This design comes from an exercise in tuning for small area, a short achievable clock period and few clock cycles on the open sky130 flow, not from production work.
Function was checked by simulation only, so behaviour that the tests miss may differ from the original.
Power is estimated from default activity; no workload was simulated.

==> flow/design.v (excerpt) <==
module tm_core (
    input  wire        clk,
    input  wire        rst,           
    input  wire [15:0] img_len,       
    output wire        mem_req,
    output wire        mem_we,
    output wire [15:0] mem_addr,
    output wire [15:0] mem_wdata,
    input  wire        mem_gnt,
    input  wire        mem_rvalid,
    input  wire [15:0] mem_rdata,
    output wire [1:0]  status,        
    output wire [2:0]  fault_kind,
    output wire        fault_write,
    output wire [15:0] fault_addr,
    output wire [15:0] ip_o,
    output wire [15:0] len_o
);
Settings: LEC_CHECK=0, CAP_MARGIN=20, CORE_MARGIN=2, CORE_UTILIZATION=40, PLACE_DENSITY=0.6, SLEW_MARGIN=20; clock period 30.0 ns.
standard.sh (not shown) runs the stock make flow with config.mk's settings and CLKGATE_MAP_FILE= SYNTH_SCRIPT=/design/flow/synth_recipe.tcl, a recipe that flattens the netlist after the stock synthesis.
==> flow/flow/run.sh <==
#!/bin/bash
set -euo pipefail
bash standard.sh SETUP_SLACK_MARGIN=22.4 "BUFFER_PORTS_ARGS=-buffer_cell sky130_fd_sc_hd__buf_4" finish > layout.log 2>&1
Testbench counts at the start, summed over its fixed seeds: cycles 663,258.
Rerun with:
==> flow/flow/run.sh (replaced) <==
#!/bin/bash
set -euo pipefail
bash standard.sh SETUP_SLACK_MARGIN=22 "BUFFER_PORTS_ARGS=-buffer_cell sky130_fd_sc_hd__buf_2" finish > layout.log 2>&1
- clock power barely changes
- global-route usage shrinks by 0.28 points
- via count shrinks by about 1.5%
- cell count shrinks by 0.84%
- non-clock buffer count shrinks by 26
- utilization shrinks by 1.4 points
- wire length shrinks by about 1.4%
- total power shrinks by 1.8%
- clock skew shrinks by 4.2 ps
- hold slack degrades by 5.6 ps
- maximum frequency shrinks by about 4%

* * *

tm_core again, from the RTL that the note above started with.
clock: 30.0 ns
lec_check: 0
cap_margin: 20
core_margin: 2
core_utilization: 40
place_density: 0.6
slew_margin: 20
==> flow/flow/run.sh <==
#!/bin/bash
set -euo pipefail
bash standard.sh SETUP_SLACK_MARGIN=22 "BUFFER_PORTS_ARGS=-buffer_cell sky130_fd_sc_hd__buf_4" finish > layout.log 2>&1
The baseline finished with timing, DRC and antenna clean.
Testbench counts at the start, summed over its fixed seeds: cycles 663,258.
Next try:
==> flow/flow/run.sh (replaced) <==
#!/bin/bash
set -euo pipefail
bash standard.sh SETUP_SLACK_MARGIN=22.7 "BUFFER_PORTS_ARGS=-buffer_cell sky130_fd_sc_hd__buf_4" finish > layout.log 2>&1
Total power went up by a few percent.
Routed wire length went up by a few percent.
Count of clock-buffer cells in the layout went up by 4.
Global-route usage went up by 1.6 points.
Utilization went up by 1.8 points.
Synthesized area stays the same.
Die area stays the same.
Synthesized cell count is unchanged.
Fmax went up by a few percent.
Final area went up by a few percent.
Next try:
==> flow/flow/run.sh (replaced) <==
#!/bin/bash
# Standard ORFS layout, with timing repair aiming well below the clock period
# (the constraints are the design's; only repair_timing's setup margin changes).
set -euo pipefail
bash standard.sh SETUP_SLACK_MARGIN=22 finish > layout.log 2>&1
After rerunning: Synthesized area stays the same. Hold slack gets better by 0.029 ns. Cell area shrinks by 2.1%. Final cell count goes down by 1.5%. Clock power came out lower by about 4%. Global-route usage falls by 1.1 points. Fmax drops by 7.6%. Routed wire length came out lower by 3.9%. Worst setup slack loses 0.61 ns. Count of clock-buffer cells in the layout went up by 4.

* * *

Setup of oak:
Starting RTL as in the previous note.
==> flow/config.mk <==
export PLATFORM = sky130hd
export DESIGN_NAME = tm_core
export DESIGN_NICKNAME = tm_core
export VERILOG_FILES = /design/flow/design.v
export SDC_FILE = /design/flow/constraint.sdc
export NUM_CORES = 4
export LEC_CHECK = 0
export CAP_MARGIN = 20
export CORE_MARGIN = 2
export CORE_UTILIZATION = 40
export PLACE_DENSITY = 0.6
export SLEW_MARGIN = 20
==> flow/constraint.sdc <==
create_clock -name core_clock -period 30.0 [get_ports {clk}]
set_input_delay 6.0000 -clock core_clock [delete_from_list [all_inputs] [get_ports {clk}]]
set_output_delay 6.0000 -clock core_clock [all_outputs]
set_load 0.01 [all_outputs]
==> flow/flow/run.sh <==
#!/bin/bash
set -euo pipefail
bash standard.sh SETUP_SLACK_MARGIN=23 "BUFFER_PORTS_ARGS=-buffer_cell sky130_fd_sc_hd__buf_4" finish > layout.log 2>&1
oak reached the final stage; the timing, design-rule and antenna checks on its layout passed.
Testbench counts of oak, summed over its fixed seeds: cycles 663,258.
Relative to oak, the following input files were edited for pine:
==> flow/flow/run.sh <==
#!/bin/bash
set -euo pipefail
bash standard.sh SETUP_SLACK_MARGIN=22.5 "BUFFER_PORTS_ARGS=-buffer_cell sky130_fd_sc_hd__buf_4" finish > layout.log 2>&1
## What came out
- [compare] base=oak new=pine: die area saw little to no change, power saw a decrease, final instance count without filler cells saw a decrease.
- Re number of nets in the layout: oak was higher than pine.
- In the flow results for pine and oak, the utilization of the core after routing is larger on oak.
- Relative to oak, the non-clock buffer count of pine is lower by 153.

[port drivers added, routing unchanged]
Ports are ideal in the flow. The routed layouts listed here were re-timed in OpenROAD.
Step 1, drivers: a clkbuf_16 drives clk and a buf_2 each remaining input, both assumed.
Step 2, shift: input delay + t, output delay - t, t = (earliest + latest rising clock arrival at the registers) / 2. This alone moves slack from input paths to output paths.
Three values: ideal, step 1, step 2; two values: the first two.
run	t, ns	setup slack, ns	clock arrival spread, ns	worst register clock-pin slew, ns
the first run of note 1	0.633	22.411 / 22.361 / 21.814	0.018 / 0.018	0.07 / 0.07
the second run of note 1	0.615	22.084 / 22.118 / 21.503	0.014 / 0.013	0.07 / 0.07
the first run of note 2	0.619	22.185 / 22.185 / 21.602	0.015 / 0.015	0.07 / 0.07
the second run of note 2	0.629	22.625 / 22.561 / 22.126	0.019 / 0.019	0.07 / 0.07
the third run of note 2	0.607	22.018 / 21.962 / 21.525	0.015 / 0.016	0.07 / 0.07
oak	0.611	22.706 / 22.654 / 22.245	0.023 / 0.023	0.07 / 0.07
pine	0.608	22.542 / 22.485 / 22.064	0.013 / 0.012	0.07 / 0.07
After both steps setup and hold are still met in every run listed. For the first run of note 1, which loses most, drivers alone change the setup slack by -0.050 ns; drivers and shift together by -0.597 ns.
